Context: an optimization exercise on an open-source flow, tuned for small area, a short achievable clock period and few clock cycles. The choices shown serve that exercise and are no tape-out recipe. RTL that was checked went through simulation tests only; none was proved equivalent to the original.

==> inputs of harbor <==
Design lwc_spe, start of the top module:
module lwc_spe (
    input  wire       clk,
    input  wire       rst,             
    input  wire       req_valid,
    output wire       req_ready,
    input  wire [1:0] req_op,          
    input  wire [7:0] req_in_len,
    input  wire [7:0] req_key_len,
    input  wire [7:0] req_ad_len,
    input  wire [7:0] req_nonce_len,   
    output reg  [1:0] buf_sel,         
    output reg  [7:0] buf_addr,
    input  wire [7:0] buf_data,
    output wire       res_valid,
    input  wire       res_ready,
    output wire [7:0] res_data,
    output wire       rsp_valid,
    input  wire       rsp_ready,
    output reg        rsp_ok,
    output reg  [3:0] rsp_err_class,
    output reg  [3:0] rsp_err_stage,
    output reg  [7:0] rsp_err_code,
    output wire       rsp_err_known,
    output reg        rsp_trace_valid,
    output reg        rsp_flags_valid,
    output reg        rsp_key_is_done,
    output reg        rsp_input_min_len,
    output wire       tx_valid,
    input  wire       tx_ready,
    output reg  [7:0] tx_data,
    output wire       tx_last,
    output wire       link_flush,
    input  wire       rx_valid,
    output wire       rx_ready,
    input  wire [7:0] rx_data,
    input  wire       rx_last,
    input  wire       rx_empty,        
    output wire       inst_arm,
    output wire       cap_req,
    input  wire       cap_done,
    input  wire       cap_timeout,
    output wire       inst_trace,
    output wire       ent_req,
    input  wire [7:0] ent_data
);
Settings: LEC_CHECK=0, CAP_MARGIN=20, CORE_MARGIN=2, CORE_UTILIZATION=65, SETUP_SLACK_MARGIN=4.5, SLEW_MARGIN=20; clock period 7.0 ns.
standard.sh (not shown) runs the stock make flow with config.mk's settings and CLKGATE_MAP_FILE= SYNTH_SCRIPT=/design/flow/synth_recipe.tcl, a recipe that flattens the netlist after the stock synthesis.
==> flow/flow/run.sh <==
#!/bin/bash
# The standard layout, with two changes to how the ports are buffered: each port
# gets a sky130_fd_sc_hd__buf_2 instead of the smallest buffer, and timing repair
# may resize cells across footprints. Every tool's output goes to flow_make.log
# here (and ORFS's own per-step logs under orfs/logs/).
set -euo pipefail
bash standard.sh MATCH_CELL_FOOTPRINT=0 \
    "BUFFER_PORTS_ARGS=-buffer_cell sky130_fd_sc_hd__buf_2" finish > flow_make.log 2>&1
==> juniper: changes against harbor <==
--- a/flow/design.v
+++ b/flow/design.v
@@ -69,15 +69,15 @@
     reg        req_ready_r, rsp_valid_r, link_flush_r, inst_arm_r, inst_trace_r;
     reg        cap_req_r, ent_req_r, rx_ready_r, res_valid_r, tx_valid_r, tx_last_r;
     reg        rsp_err_known_r;
     reg  [7:0] res_data_r;
     reg        tx_act;        
     reg  [1:0] hdr;           
     reg        scmd1;
-    reg  [7:0] plen;          
+    reg        nopay;         
     reg        src_fifo;      
     reg        arm_done;
     reg  [4:0] draws;         
     reg  [1:0] fcnt;
     reg  [2:0] cnt;           
     reg        tag_r, tag_e, tag_t;
     reg        b3_zero, b3_eq, b3_known, b4_nz;
@@ -85,16 +85,16 @@
     reg  [7:0] nchunk;
     reg  [7:0] wr_ptr;        
     reg        ovf;
     reg  [7:0] res_mem [0:127];
     reg        msh;           
     reg        fetch;         
     reg  [1:0] mph;           
-    reg  [2:0] pad;           
-    reg  [3:0] tap;
+    reg  [3:0] pad;           
+    reg  [2:0] tap;
     reg  [7:0] sp;            
     reg  [1:0] occ;           
     assign req_ready     = req_ready_r;
     assign rsp_valid     = rsp_valid_r;
     assign link_flush    = link_flush_r;
     assign inst_arm      = inst_arm_r;
     assign inst_trace    = inst_trace_r;
@@ -106,34 +106,37 @@
     assign tx_valid      = tx_valid_r;
     assign tx_last       = tx_last_r;
     assign rsp_err_known = rsp_err_known_r;
     wire       tx_take  = tx_valid_r & tx_ready;
     wire       tx_done  = tx_take & tx_last_r;
     wire       tx_load  = tx_act & ~tx_done & (tx_take | ~tx_valid_r);
     wire       arm_ok   = (op != OP_ENC) | arm_done | inst_arm_r;
-    wire       pay_ok   = ~src_fifo | ((fcnt != 2'd0) & ((plen != 8'd1) | arm_ok));
+    wire       pay_ok   = ~src_fifo | ((fcnt != 2'd0) & ((rem != 8'd1) | arm_ok));
     wire       pay_load = tx_load & hdr[1] & pay_ok;
     wire       pop      = pay_load & src_fifo;
     wire [7:0] chunk    = (rem > CHUNK_SIZE) ? CHUNK_SIZE : rem;
     wire       rx_beat  = rx_valid & rx_ready_r;
     wire       rx_byte  = rx_beat & ~rx_empty;
     wire       rx_end   = rx_beat & (rx_empty | rx_last);
     wire       filled   = ~rx_empty & (cnt >= 3'd3);
     wire       ge6      = cnt >= 3'd5;
     wire       ge7      = cnt == 3'd6;
     wire       drain    = (step == ST_PERF);
     wire       wr_now   = rx_byte & drain & tag_r & (cnt >= 3'd5);
     wire       ovf_fin  = ovf | (wr_now & wr_ptr[7]);
     wire       stored   = (drain & rx_ready_r & ~tag_r & (cnt >= 3'd2)) |
                           (step == ST_FACK) | (step == ST_CAP) | (step == ST_TRACE);
-    wire [2:0] mis      = wr_ptr[2:0] + pad;
+    wire [3:0] mis      = wr_ptr[3:0] + pad;
     wire [7:0] wr_m1    = wr_ptr - 8'd1;
     wire       res_take = res_valid_r & res_ready;
-    wire [1:0] occ_nx   = occ + {1'b0, fetch} - {1'b0, res_take};
-    wire       fetch_nx = (mph == 2'd2) & (wr_ptr != 8'd0) & (occ_nx <= 2'd1);
+    wire [1:0] occ_in   = occ + {1'b0, fetch};
+    wire [1:0] occ_nx   = occ_in - {1'b0, res_take};
+    wire       occ_nz   = occ_in[1] | (occ_in[0] & ~res_take);
+    wire       fetch_nx = (mph == 2'd2) & (wr_ptr != 8'd0) & (~occ_in[1] | res_take);
+    wire       res_last = res_take & (occ_in == 2'd1) & (wr_ptr == 8'd0);
     reg  [3:0] ack_stage;
     always @(*) begin
         case (step)
             ST_IN:   ack_stage = G_SET_INPUT;
             ST_KEY:  ack_stage = G_SET_KEY;
             ST_AD:   ack_stage = G_SET_AD;
             ST_FACK: ack_stage = G_FINAL_ACK;
@@ -154,15 +157,15 @@
     always @(posedge clk) begin
         if (msh) begin
             res_mem[0] <= d3;
             for (k = 1; k < 128; k = k + 1)
                 res_mem[k] <= res_mem[k - 1];
         end
     end
-    wire [7:0] tap_byte = res_mem[{tap, 3'd7}];
+    wire [7:0] tap_byte = res_mem[{tap, 4'd15}];
     task fail;
         input [3:0] cls;
         input [3:0] stg;
         input       keep;       
         input       known;
         begin
             rsp_ok            <= 1'b0;
@@ -177,39 +180,39 @@
             rsp_valid_r       <= 1'b1;
             step              <= ST_RSP;
         end
     endtask
     task frame;
         input [7:0] cmd;
         input       scmd;
-        input [7:0] len;
+        input       none;
         input       fifo;
         input [1:0] sel;
         input       clr;
         begin
             tx_act     <= 1'b1;
             tx_valid_r <= 1'b1;
             tx_data    <= cmd;
             tx_last_r  <= 1'b0;
             hdr        <= 2'd0;
             scmd1      <= scmd;
-            plen       <= len;
+            nopay      <= none;
             src_fifo   <= fifo;
             buf_sel    <= sel;
             if (clr) buf_addr <= 8'd0;
         end
     endtask
     task results;
         begin
             rsp_err_code <= 8'h00;
-            if (wr_ptr == 8'd0 && occ_nx == 2'd0) begin
+            if (wr_ptr == 8'd0 && occ_in == 2'd0) begin
                 rsp_valid_r <= 1'b1;
                 step        <= ST_RSP;
             end else begin
-                res_valid_r <= (occ_nx != 2'd0);
+                res_valid_r <= (occ_in != 2'd0);
                 step        <= ST_RES;
             end
         end
     endtask
     always @(posedge clk) begin
         if (rst) begin
             step         <= ST_IDLE;
@@ -253,41 +256,42 @@
             end else if (tx_load) begin
                 if (hdr == 2'd0) begin
                     tx_data    <= {7'd0, scmd1};
                     tx_last_r  <= 1'b0;
                     hdr        <= 2'd1;
                     tx_valid_r <= 1'b1;
                 end else if (hdr == 2'd1) begin
-                    tx_data    <= plen;
-                    tx_last_r  <= (plen == 8'd0);
+                    tx_data    <= nopay ? 8'd0 : (buf_sel != 2'd3) ? chunk : rem;
+                    tx_last_r  <= nopay;
                     hdr        <= 2'd2;
                     tx_valid_r <= 1'b1;
                 end else if (pay_ok) begin
                     tx_data    <= src_fifo ? ((fcnt == 2'd2) ? d2 : d1) : buf_data;
-                    tx_last_r  <= (plen == 8'd1);
-                    plen       <= plen - 8'd1;
+                    tx_last_r  <= (rem == 8'd1) ||
+                                  (buf_sel != 2'd3 && (buf_addr == 8'd99 || buf_addr == 8'd199));
+                    rem        <= rem - 8'd1;
                     buf_addr   <= buf_addr + 8'd1;
                     tx_valid_r <= 1'b1;
                 end else begin
                     tx_valid_r <= 1'b0;
                 end
             end
             msh   <= 1'b0;
             fetch <= fetch_nx;
             occ   <= occ_nx;
-            if (mph == 2'd0) tap <= wr_m1[6:3];
+            if (mph == 2'd0) tap <= wr_m1[6:4];
             if (fetch_nx) begin
                 msh    <= 1'b1;
                 wr_ptr <= wr_ptr - 8'd1;
             end
-            if (mph == 2'd0 && stored) mph <= (mis == 3'd0) ? 2'd2 : 2'd1;
+            if (mph == 2'd0 && stored) mph <= (mis == 4'd0) ? 2'd2 : 2'd1;
             if (mph == 2'd1) begin
                 msh <= 1'b1;
-                pad <= pad + 3'd1;
-                if (mis == 3'd7) mph <= 2'd2;
+                pad <= pad + 4'd1;
+                if (mis == 4'd15) mph <= 2'd2;
             end
             if (fetch) begin
                 if (occ != 2'd0 && !(occ == 2'd1 && res_take)) sp <= tap_byte;
                 else                                           res_data_r <= tap_byte;
             end
             if (res_take && occ == 2'd2) res_data_r <= sp;
             if (rx_byte) begin
@@ -390,46 +394,47 @@
                             step      <= ST_CAP;
                         end
                     end else if (step == ST_SACK) begin
                         rsp_err_code <= 8'h00;
                         rsp_valid_r  <= 1'b1;
                         step         <= ST_RSP;
                     end else if (rem != 8'd0) begin
-                        frame(role_tag, 1'b0, chunk, 1'b0, step[1:0] - 2'd2, 1'b0);
-                        rem <= rem - chunk;
+                        frame(role_tag, 1'b0, 1'b0, 1'b0, step[1:0] - 2'd2, 1'b0);
                     end else if (step == ST_IN && op == OP_HASH) begin
-                        frame(T_H, 1'b0, 8'd0, 1'b0, 2'd0, 1'b0);
+                        frame(T_H, 1'b0, 1'b1, 1'b0, 2'd0, 1'b0);
                         inst_arm_r <= 1'b1;
                         arm_done   <= 1'b0;
                         step       <= ST_PERF;
                     end else if (step == ST_IN) begin
                         if (key_len > KEY_LEN)
                             fail(C_CONFIG_LENGTH, G_SET_KEY, 1'b0, 1'b0);
                         else begin
-                            frame(T_K, 1'b1, 8'd0, 1'b0, 2'd1, 1'b1);
+                            frame(T_K, 1'b1, 1'b1, 1'b0, 2'd1, 1'b1);
                             rem  <= key_len;
                             step <= ST_KEY;
                         end
                     end else if (step == ST_KEY) begin
                         if (ad_len > MAX_AD_LEN)
                             fail(C_CONFIG_LENGTH, G_SET_AD, 1'b0, 1'b0);
                         else begin
-                            frame(T_A, 1'b1, 8'd0, 1'b0, 2'd2, 1'b1);
+                            frame(T_A, 1'b1, 1'b1, 1'b0, 2'd2, 1'b1);
                             rem  <= ad_len;
                             step <= ST_AD;
                         end
                     end else begin
                         step     <= ST_PERF;
                         arm_done <= 1'b0;
                         if (nonce_len == 8'd0) begin
-                            frame(T_P, op == OP_ENC, {3'd0, NONCE_LEN}, 1'b1, 2'd3, 1'b1);
+                            frame(T_P, op == OP_ENC, 1'b0, 1'b1, 2'd3, 1'b1);
+                            rem       <= {3'd0, NONCE_LEN};
                             draws     <= NONCE_LEN;
                             ent_req_r <= 1'b1;
                         end else begin
-                            frame(T_P, op == OP_ENC, nonce_len, 1'b0, 2'd3, 1'b1);
+                            frame(T_P, op == OP_ENC, 1'b0, 1'b0, 2'd3, 1'b1);
+                            rem        <= nonce_len;
                             inst_arm_r <= (op == OP_ENC);
                         end
                     end
                 end
                 endcase
             end
             case (step)
@@ -439,30 +444,30 @@
                 ad_len          <= req_ad_len;
                 nonce_len       <= req_nonce_len;
                 rem             <= req_in_len;
                 nchunk          <= 8'd0;
                 wr_ptr          <= 8'd0;
                 ovf             <= 1'b0;
                 mph             <= 2'd0;
-                pad             <= 3'd0;
+                pad             <= 4'd0;
                 fetch           <= 1'b0;
                 occ             <= 2'd0;
                 rsp_ok          <= 1'b1;
                 rsp_err_class   <= 4'd0;
                 rsp_err_stage   <= 4'd0;
                 rsp_err_known_r <= 1'b0;
                 rsp_trace_valid <= (req_op == OP_ENC) || (req_op == OP_HASH);
                 rsp_flags_valid <= (req_op == OP_STATUS);
                 rsp_key_is_done   <= 1'b0;
                 rsp_input_min_len <= 1'b0;
                 tx_data         <= (req_op == OP_STATUS) ? T_S : T_I;
                 tx_last_r       <= 1'b0;
                 hdr             <= 2'd0;
                 scmd1           <= (req_op != OP_STATUS);
-                plen            <= 8'd0;
+                nopay           <= 1'b1;
                 src_fifo        <= 1'b0;
                 buf_sel         <= 2'd0;
                 buf_addr        <= 8'd0;
                 if (req_valid) begin
                     req_ready_r  <= 1'b0;
                     link_flush_r <= 1'b1;
                     if (req_op == OP_STATUS) begin
@@ -486,16 +491,16 @@
                 else begin
                     inst_trace_r <= 1'b1;
                     step         <= ST_TRACE;
                 end
             end
             ST_TRACE: results();
             ST_RES: begin
-                res_valid_r <= (occ_nx != 2'd0);
-                if (res_take && occ_nx == 2'd0 && wr_ptr == 8'd0 && !fetch) begin
+                res_valid_r <= occ_nz;
+                if (res_last) begin
                     res_valid_r <= 1'b0;
                     rsp_valid_r <= 1'b1;
                     step        <= ST_RSP;
                 end
             end
             ST_RSP: if (rsp_ready) begin
                 rsp_valid_r <= 1'b0;
ABC_AREA = 1   (was unset)
CTS_CLUSTER_DIAMETER = 50   (was unset)
CTS_CLUSTER_SIZE = 25   (was unset)
SETUP_SLACK_MARGIN = 4.4   (was 4.5)
==> metrics.cfg <==
[routing]
drt-total-wl_mm=97.6
firstDrtPassIters=5

[placed_design]
place.gp.congestion=0.927
dp_cells=3279
place_area_um2=45000

[final_layout]
final_net_count=2784
signal_buffers=309
multi_input_area_um2=7430
final_cell_mix=edfxtp_1, buf_4, nand2_1

[yosys]
synthAdderAreaFrac_pct=0.741
syn-instance-count=2347

[setup_path]
path_cells=buf_8, nand2_8, inv_6, ha_4, inv_2, ha_4, xnor3_2, buf_4, buf_6, and4_1, a211oi_2, a211oi_2
worstSetupStartpointType=input port
reg2reg_to=step[1]$_SDFF_PP0_

[power]
vdd_drop_max_mv=0.266

[global_routing]
grt_pass1_wl_mm=136

[sta]
max_slew.worst_pin.slew_ps=1120

[status]
outcome=no timing/DRC/antenna violations

[min_path]
hold_start=res_mem[5][7]$_DFFE_PP_

[end of results for harbor]
==> metrics.cfg <==
[power]
p_clk_uw=5940

[final_layout]
final_net_count=2806
buf_share_pct=3.25
multi_input_area_um2=5530
final_cell_mix=edfxtp_1, nand2_1, inv_1

[global_routing]
grt_usage_pct=26.6
grt_max_degree=228
grt_pass1_wl_mm=131

[placed_design]
place_area_um2=43800
place.gp.congestion=0.915

[yosys]
syn-instance-count=2412
synthAdderAreaFrac_pct=0.823

[setup_path]
path_cells=buf_2
worstSetupStartpointType=register

[routing]
drt-total-wl_mm=89.5
firstDrtPassIters=7

[sta]
max_slew.worst_pin.slew_ps=1190

[min_path]
hold_start=res_mem[56][3]$_DFFE_PP_

[clock_network]
cts_tree=yes

[status]
outcome=no timing/DRC/antenna violations

[end of results for juniper]
Testbench counts of juniper, summed over its fixed seeds: cycles 73,899.
Function not checked in harbor: the RTL went through the layout flow alone.

## afterwards: timing with drivers on the ports
The results above use ideal ports. As a check the final layouts listed here were re-extracted and re-timed, cells and wires unchanged. Step 1 sets driving cells, clkbuf_16 on the clock port and buf_2 on the other inputs (assumed; they add their load-dependent delay and slew). Step 2 moves the port delays by t, midway between the first and last clock arrival at a register: inputs arrive t later, outputs are due t later. That takes back most of the time a late clock gives input paths. Three values: no drivers, after step 1, after step 2; two values: the first two.
run	t (ns)	slack for setup (ns)	worst hold slack (ns)	clock arrival spread, ns	worst data-port slew with drivers (ns)
harbor	0.742	4.235 / 4.209 / 3.496	0.382 / 0.382 / 0.382	0.077 / 0.077	0.09
juniper	0.727	4.207 / 4.142 / 3.704	0.384 / 0.384 / 0.384	0.059 / 0.058	0.04
After both steps setup and hold are still met in every run listed. The setup slack of harbor, which loses most, moves by -0.026 ns with the drivers and by -0.739 ns with both steps.
